Background: an optimization exercise with open tools, aiming at small area, a short achievable clock period and few clock cycles. Do not read the settings as production practice. The RTL was checked by simulation tests, not by an equivalence proof against the original design. No activity file was given, so power comes from the tool's default toggle rates.

### flow/design.v
module raa (
    input  wire         clk,
    input  wire         rst,           
    input  wire         cmd_valid,
    output wire         cmd_ready,
    input  wire [7:0]   cmd,
    input  wire [15:0]  sa_temp,       
    input  wire [15:0]  sa_hum,
    input  wire [191:0] sb,            
    input  wire [7:0]   sx,
    output wire [15:0]  ava_temp,
    output wire [15:0]  ava_hum,
    output wire [191:0] avb,
    output wire [7:0]   avx,
    output wire [3:0]   status,
    output wire         fatal,
    output wire [3:0]   fatal_code,
    output wire [3:0]   off,
    output wire [3:0]   cnt_a,
    output wire [3:0]   cnt_b,
    output wire [3:0]   cnt_x
);
    localparam [3:0] ST_OK           = 4'd0;
    localparam [3:0] ST_EMPTY_WINDOW = 4'd7;
    localparam [3:0] ST_ILLEGAL_OP   = 4'd15;
    localparam [1:0] S_IDLE = 2'd0;
    localparam [1:0] S_ACC  = 2'd1;
    localparam [1:0] S_DIV  = 2'd2;
    localparam [1:0] S_DONE = 2'd3;
    localparam NL = 12;    
    localparam AW = 21;    
    reg [32*10-1:0]  hist_a;
    reg [192*10-1:0] hist_b;
    reg [8*10-1:0]   hist_x;
    reg [3:0]  off_r;
    reg [3:0]  cnt_a_r, cnt_b_r, cnt_x_r;
    reg [31:0]  ava_r;
    reg [191:0] avb_r;
    reg [7:0]   avx_r;
    reg [3:0]  status_r;
    reg        fatal_r;
    reg [3:0]  fatal_code_r;
    reg [1:0]  state;
    reg [1:0]  ch;           
    reg [3:0]  m;            
    reg [3:0]  j;            
    reg [4:0]  step;         
    reg [AW-1:0] acc [0:NL-1];
    reg [19:0] quo [0:NL-1];
    reg [4:0]  rem [0:NL-1];
    reg        neg;          
    assign cmd_ready = (state == S_IDLE);
    wire accept = cmd_valid && cmd_ready;
    wire is_push = (cmd[7:4] == 4'h4) && (cmd[3:2] == 2'b00) && (cmd[1:0] != 2'b11);
    wire is_avg  = (cmd[7:4] == 4'h5) && (cmd[3:2] == 2'b00) && (cmd[1:0] != 2'b11);
    wire is_adv  = (cmd == 8'h60);
    wire [1:0] cmd_ch = cmd[1:0];
    reg [3:0] cmd_cnt;
    always @(*) begin
        case (cmd_ch)
            2'd0:    cmd_cnt = cnt_a_r;
            2'd1:    cmd_cnt = cnt_b_r;
            default: cmd_cnt = cnt_x_r;
        endcase
    end
    wire [31:0]  ent_a = hist_a[j*32 +: 32];
    wire [191:0] ent_b = hist_b[j*192 +: 192];
    wire [7:0]   ent_x = hist_x[j*8 +: 8];
    reg [AW-1:0] lane_in [0:NL-1];
    integer l;
    always @(*) begin
        for (l = 0; l < NL; l = l + 1)
            lane_in[l] = {AW{1'b0}};
        case (ch)
            2'd0: begin
                lane_in[0] = {{(AW-16){ent_a[15]}}, ent_a[15:0]};
                lane_in[1] = {{(AW-16){1'b0}}, ent_a[31:16]};
            end
            2'd1: begin
                for (l = 0; l < NL; l = l + 1)
                    lane_in[l] = {{(AW-16){1'b0}}, ent_b[16*l +: 16]};
            end
            default: begin
                lane_in[0] = {{(AW-8){1'b0}}, ent_x};
            end
        endcase
    end
    reg [4:0]  trial [0:NL-1];
    reg [19:0] dividend [0:NL-1];
    always @(*) begin
        for (l = 0; l < NL; l = l + 1) begin
            dividend[l] = acc[l][19:0];
            trial[l]    = {rem[l][3:0], dividend[l][19]};
        end
    end
    reg [15:0] res [0:NL-1];
    reg [19:0] q0;
    always @(*) begin
        for (l = 0; l < NL; l = l + 1)
            res[l] = quo[l][15:0];
        q0 = quo[0] + ((rem[0] != 5'd0) ? 20'd1 : 20'd0);
        if (ch == 2'd0 && neg)
            res[0] = 16'd0 - q0[15:0];
    end
    integer k;
    always @(posedge clk) begin
        if (rst) begin
            hist_a       <= {(32*10){1'b0}};
            hist_b       <= {(192*10){1'b0}};
            hist_x       <= {(8*10){1'b0}};
            off_r        <= 4'd0;
            cnt_a_r      <= 4'd0;
            cnt_b_r      <= 4'd0;
            cnt_x_r      <= 4'd0;
            ava_r        <= 32'd0;
            avb_r        <= 192'd0;
            avx_r        <= 8'd0;
            status_r     <= ST_OK;
            fatal_r      <= 1'b0;
            fatal_code_r <= 4'd0;
            state        <= S_IDLE;
            ch           <= 2'd0;
            m            <= 4'd0;
            j            <= 4'd0;
            step         <= 5'd0;
            neg          <= 1'b0;
            for (k = 0; k < NL; k = k + 1) begin
                acc[k] <= {AW{1'b0}};
                quo[k] <= 20'd0;
                rem[k] <= 5'd0;
            end
        end else begin
            case (state)
                S_IDLE: if (accept) begin
                    if (is_push) begin
                        for (k = 0; k < 10; k = k + 1) begin
                            if (off_r == k) begin
                                case (cmd_ch)
                                    2'd0:    hist_a[k*32 +: 32]   <= {sa_hum, sa_temp};
                                    2'd1:    hist_b[k*192 +: 192] <= sb;
                                    default: hist_x[k*8 +: 8]     <= sx;
                                endcase
                            end
                        end
                        case (cmd_ch)
                            2'd0:    if (cnt_a_r != 4'd10) cnt_a_r <= cnt_a_r + 4'd1;
                            2'd1:    if (cnt_b_r != 4'd10) cnt_b_r <= cnt_b_r + 4'd1;
                            default: if (cnt_x_r != 4'd10) cnt_x_r <= cnt_x_r + 4'd1;
                        endcase
                        status_r <= ST_OK;
                    end else if (is_avg) begin
                        if (cmd_cnt == 4'd0) begin
                            status_r <= ST_EMPTY_WINDOW;
                            if (!fatal_r) begin
                                fatal_r      <= 1'b1;
                                fatal_code_r <= ST_EMPTY_WINDOW;
                            end
                        end else begin
                            ch    <= cmd_ch;
                            m     <= cmd_cnt;
                            j     <= 4'd0;
                            for (k = 0; k < NL; k = k + 1)
                                acc[k] <= {AW{1'b0}};
                            state <= S_ACC;
                        end
                    end else if (is_adv) begin
                        off_r    <= (off_r == 4'd9) ? 4'd0 : off_r + 4'd1;
                        status_r <= ST_OK;
                    end else begin
                        status_r <= ST_ILLEGAL_OP;
                        if (!fatal_r) begin
                            fatal_r      <= 1'b1;
                            fatal_code_r <= ST_ILLEGAL_OP;
                        end
                    end
                end
                S_ACC: begin
                    for (k = 0; k < NL; k = k + 1)
                        acc[k] <= acc[k] + lane_in[k];
                    if (j == m - 4'd1) begin
                        state <= S_DIV;
                        step  <= 5'd0;
                    end
                    j <= j + 4'd1;
                end
                S_DIV: begin
                    if (step == 5'd0) begin
                        neg <= acc[0][AW-1];
                        if (acc[0][AW-1])
                            acc[0] <= {AW{1'b0}} - acc[0];
                        for (k = 0; k < NL; k = k + 1) begin
                            quo[k] <= 20'd0;
                            rem[k] <= 5'd0;
                        end
                        step <= 5'd1;
                    end else begin
                        for (k = 0; k < NL; k = k + 1) begin
                            if (trial[k] >= {1'b0, m}) begin
                                rem[k] <= trial[k] - {1'b0, m};
                                quo[k] <= {quo[k][18:0], 1'b1};
                            end else begin
                                rem[k] <= trial[k];
                                quo[k] <= {quo[k][18:0], 1'b0};
                            end
                            acc[k] <= {acc[k][AW-1:20], acc[k][18:0], 1'b0};
                        end
                        if (step == 5'd20)
                            state <= S_DONE;
                        step <= step + 5'd1;
                    end
                end
                S_DONE: begin
                    case (ch)
                        2'd0: ava_r <= {res[1], res[0]};
                        2'd1: for (k = 0; k < NL; k = k + 1)
                                  avb_r[16*k +: 16] <= res[k];
                        default: avx_r <= res[0][7:0];
                    endcase
                    status_r <= ST_OK;
                    state    <= S_IDLE;
                end
            endcase
        end
    end
    assign ava_temp   = ava_r[15:0];
    assign ava_hum    = ava_r[31:16];
    assign avb        = avb_r;
    assign avx        = avx_r;
    assign status     = status_r;
    assign fatal      = fatal_r;
    assign fatal_code = fatal_code_r;
    assign off        = off_r;
    assign cnt_a      = cnt_a_r;
    assign cnt_b      = cnt_b_r;
    assign cnt_x      = cnt_x_r;
endmodule
### flow/run.sh
#!/bin/bash
# synth_recipe.tcl (not shown) runs the flow's synth.tcl, then flattens the netlist and writes it again
# the make line also repeats each setting of config.mk as NAME=value (left out here)
make -C /OpenROAD-flow-scripts/flow DESIGN_CONFIG=/design/flow/config.mk WORK_HOME=/design/flow/orfs CLKGATE_MAP_FILE= SYNTH_SCRIPT=/design/flow/synth_recipe.tcl finish
### flow/config.mk
export PLATFORM = sky130hd
export DESIGN_NAME = raa
export DESIGN_NICKNAME = raa
export VERILOG_FILES = /design/flow/design.v
export SDC_FILE = /design/flow/constraint.sdc
export NUM_CORES = 4
export LEC_CHECK = 0
export CAP_MARGIN = 20
export CORE_MARGIN = 2
export CORE_UTILIZATION = 40
export SLEW_MARGIN = 20
### flow/constraint.sdc
create_clock -name core_clock -period 5.5 [get_ports {clk}]
set_input_delay 1.1000 -clock core_clock [delete_from_list [all_inputs] [get_ports {clk}]]
set_output_delay 1.1000 -clock core_clock [all_outputs]
set_load 0.01 [all_outputs]
==> notes.md <==
Worst setup startpoint j[0]; non-filler cells, final 21600; synth unique cells 87; critical path class reg2reg; register-to-register setup slack 0.33 ns; Static Leakage 0.0519 uW; status finished clean; Max Buffers Root-to-Sink 4; Ys Warns 8; row cnt 216; post-layout net count 17200; Post-synth EDFFs 0; final wirelength 471000 um; Max Slew Vio Count 0; ratio of cells with drive above 1 in the final layout 0.0884; Slew headroom 0.214; GRT Util Overall 0.259; worst-path maximum fanout 16; first-pass GRT wire length 713000 um; Peak VDD IR 0.262 mV; vias in the first global route 113000; Tot Pwr 48200 uW; WL/cell 21.8 um; drt initial violations 11600; Critical R2R Capture acc[0][18]; ys flop type dfxtp_1; synthesized flop and latch total 3073; Mapped Avg Cell Area 8.15 sq um; total of max-cap violations 0; RSZ-0062 raised after global routing no; # DRC 0; Synth top area share 0.444; Initial Util 0.401; Mapped Area 139000 sq um; crit path DAT 5.99 ns; routed vias 121000; sequential area share after synthesis 0.444; crit path time final 5.17 ns; dpl hpwl 287000 um; total CTS buffers 344; routed vias/inst 5.59; Finish-stage setup viols 0; worst setup path endpoint acc[0][18]; GP Congestion 0.867; Syn Nets 17600; final count of hold timing violations 0; Syn Inst Count 17000; clk root buf clkbuf_16; Final Skew 0.0661 ns; CTS Sinks 3073; Data required, critical path 6.32 ns; core outline area 346000 sq um; final core occ 0.462; I/O pin count 501; clock transition at the registers of the reported paths 0.06 ns; Post-synth ARST share 0; Area growth, synth to finish 15.2%; initial antenna violation count 60; Slew @ Worst Pin 1.18 ns; Die Wd 593 um; CTS tree done; DR pass1 iterations 8; clk latency of the worst-skew pair 0.98 ns; reg2reg path depth 17; R2R Path Start j[0]; placed insts 20900; Post-DRT Antenna Nets 0; Hold/Removal Path Class reg2reg; Critical Path Sink Type flip-flop; leading area contributor after synthesis dfxtp_1; total congestion overflow 0; PortBufs 500; DIE HEIGHT 593 um; CP Launch Type flip-flop; ranking of synthesized cells by area dfxtp_1 44%, nand2_1 15%, a21oi_1 11%; CTS H-tree lvls 5; pwr/cell area 302 nW/um^2; Fmax 193 MHz; die area 351000 sq um; final worst-path cycle share 0.941; total negative slack 0 ns; largest net degree at the start of global routing 211
## worst min-delay path by stage
stage | startpoint | to | depth (start not counted)
3_3_place_gp | hist_b[536] | hist_b[536] | 2
2_1_floorplan | quo[6][15] | avb_r[111] | 2
4_1_cts | hist_b[1318] | hist_b[1318] | 2
6_report | hist_b[1213] | hist_b[1213] | 2
5_1_grt | hist_a[164] | hist_a[164] | 2
3_5_place_dp | hist_b[549] | hist_b[549] | 2
## cell families after synthesis
| family | synth area share |
|---|---|
| buffers and inverters | 0.0457 |
| xor gates and xnor gates | 0.0133 |
| muxes | 0.114 |
| adders and majority gates | 0.0285 |
| and+or+nand+nor | 0.194 |
| AOI/OAI and AO/OA | 0.161 |
| DFF | 0.444 |
## placed cells by master (no fill, tap or decap), drive strengths merged, types with 23 or more instances in the layout
cell           instances
dfxtp               3073
nand3                357
a31oi                 37
or3                   31
xnor2                104
a22oi                120
o21ai                301
nor3                  91
a221oi                28
inv                  125
a21o                 102
buf                  356
a21oi               3004
xor2                 106
o21a                  24
o22ai                191
bufinv                23
clkbuf               515
fa                    24
mux4                 488
nor2                 412
diode                 32
and2                 187
clkdlybuf4s50        499
ha                   277
mux2i                479
clkinv                75
nand2b                41
a211oi                47
nand2               5481
and3                  32
## cell type report
class,count,area [sq um]
Inverter,114,438
Multi-Input combinational cell,12300,71200
Clock inverter,115,1510
Tap cell,4578,5730
Antenna cell,32,80.1
Sequential cell,3073,61500
Fill cell,33400,186000
Clock buffer,515,10200
Timing Repair Buffer,855,9130
## flip-flops by register name (all words and copies together), names as in the netlist, 2 cells and up
register      cells
acc             241
ava_r            32
avb_r           192
avx_r             8
ch                2
cnt_a_r           4
cnt_b_r           4
cnt_x_r           4
fatal_code_r      2
hist_a          320
hist_b         1920
hist_x           80
j                 4
m                 4
off_r             4
quo             192
rem              49
state             2
status_r          2
step              5
## worst max-delay path: stages (launching register included)
cell      delay [ns]
dfxtp_4         0.59
buf_12          0.23
buf_12          0.21
buf_4           0.32
mux4_2          0.37
mux2i_1         0.14
o221ai_1        0.34
and3_1          0.35
ha_1            0.33
a21oi_1         0.18
o211ai_1        0.18
a31o_2          0.26
o311a_1         0.33
o41ai_2         0.47
o211ai_1        0.20
xor2_1          0.17
nand2_1         0.06
a221oi_1        0.27
## routing by layer
| layer | share of wire | global-route usage | vias to the layer above |
|---|---|---|---|
| li1 | - | - | 57200 |
| met5 | 0.00033 | 0 | - |
| met2 | 0.46 | 0.412 | 4270 |
| met3 | 0.071 | 0.0338 | 747 |
| met4 | 0.029 | 0.0800 | 22 |
| met1 | 0.44 | 0.363 | 58400 |
## Yosys cell counts, types with 46 or more instances
| cell type | instances |
|---|---|
| a21o_1 | 102 |
| a21oi_1 | 3004 |
| a211oi_1 | 46 |
| clkbuf_1 | 1363 |
| o22ai_1 | 191 |
| xor2_1 | 106 |
| mux4_2 | 488 |
| ha_1 | 277 |
| xnor2_1 | 104 |
| inv_1 | 113 |
| buf_1 | 107 |
| o21ai_0 | 295 |
| and2_1 | 186 |
| dfxtp_1 | 3073 |
| nor3_1 | 90 |
| mux2i_1 | 479 |
| a22oi_1 | 120 |
| nand2_1 | 5480 |
| buf_2 | 69 |
| nand3_1 | 357 |
| nor2_1 | 411 |
## where the power goes
part	internal (uW)	leakage [uW]	switching (uW)
Sequential	22300	0.0247	66.2
Combinational	481	0.0214	1420
Clock	14000	0.00577	9910
Total	36800	0.0519	11400
## what timing repair did
| item | in CTS | in global routing |
|---|---|---|
| hold buffers | 0 | 0 |
| resized for setup | 0 | 1 |
| buffers inserted | 0 | 0 |
| setup endpoints to repair | 0 | 1 |
## stage by stage
stage / worst slack, ns / hold slack [ns] / cell area (sq um)
floorplan: 0.563 / 0.432 / 139000
global placement: 0.166 / 0.438 / 148000
detailed placement: 0.267 / 0.443 / 148000
CTS: 0.246 / 0.451 / 160000
global route: 0.104 / 0.464 / 160000
finish: 0.327 / 0.449 / 160000
Testbench counts, summed over its fixed seeds: cycles 31,553.

## static timing again, ports no longer ideal
The flow's constraints put no driver on any port. The routed layout listed below was extracted and timed again, unchanged, in two steps.
Step 1, drivers: a clkbuf_16 drives clk and a buf_2 each remaining input, both assumed.
Step 2 moves the port delays by t, midway between the first and last clock arrival at a register: inputs arrive t later, outputs are due t later. That takes back most of the time a late clock gives input paths.
Three values: no drivers, after step 1, after step 2; two values: the first two.
shift t [ns]: 1.047
setup WS [ns]: 0.327 / 0.327 / 0.327
worst setup path at the end: register to register
clock arrival spread, ns: 0.071 / 0.071
After both steps this run still meets setup and hold. For this run, drivers alone change the setup slack by 0.000 ns; drivers and shift together by 0.000 ns.
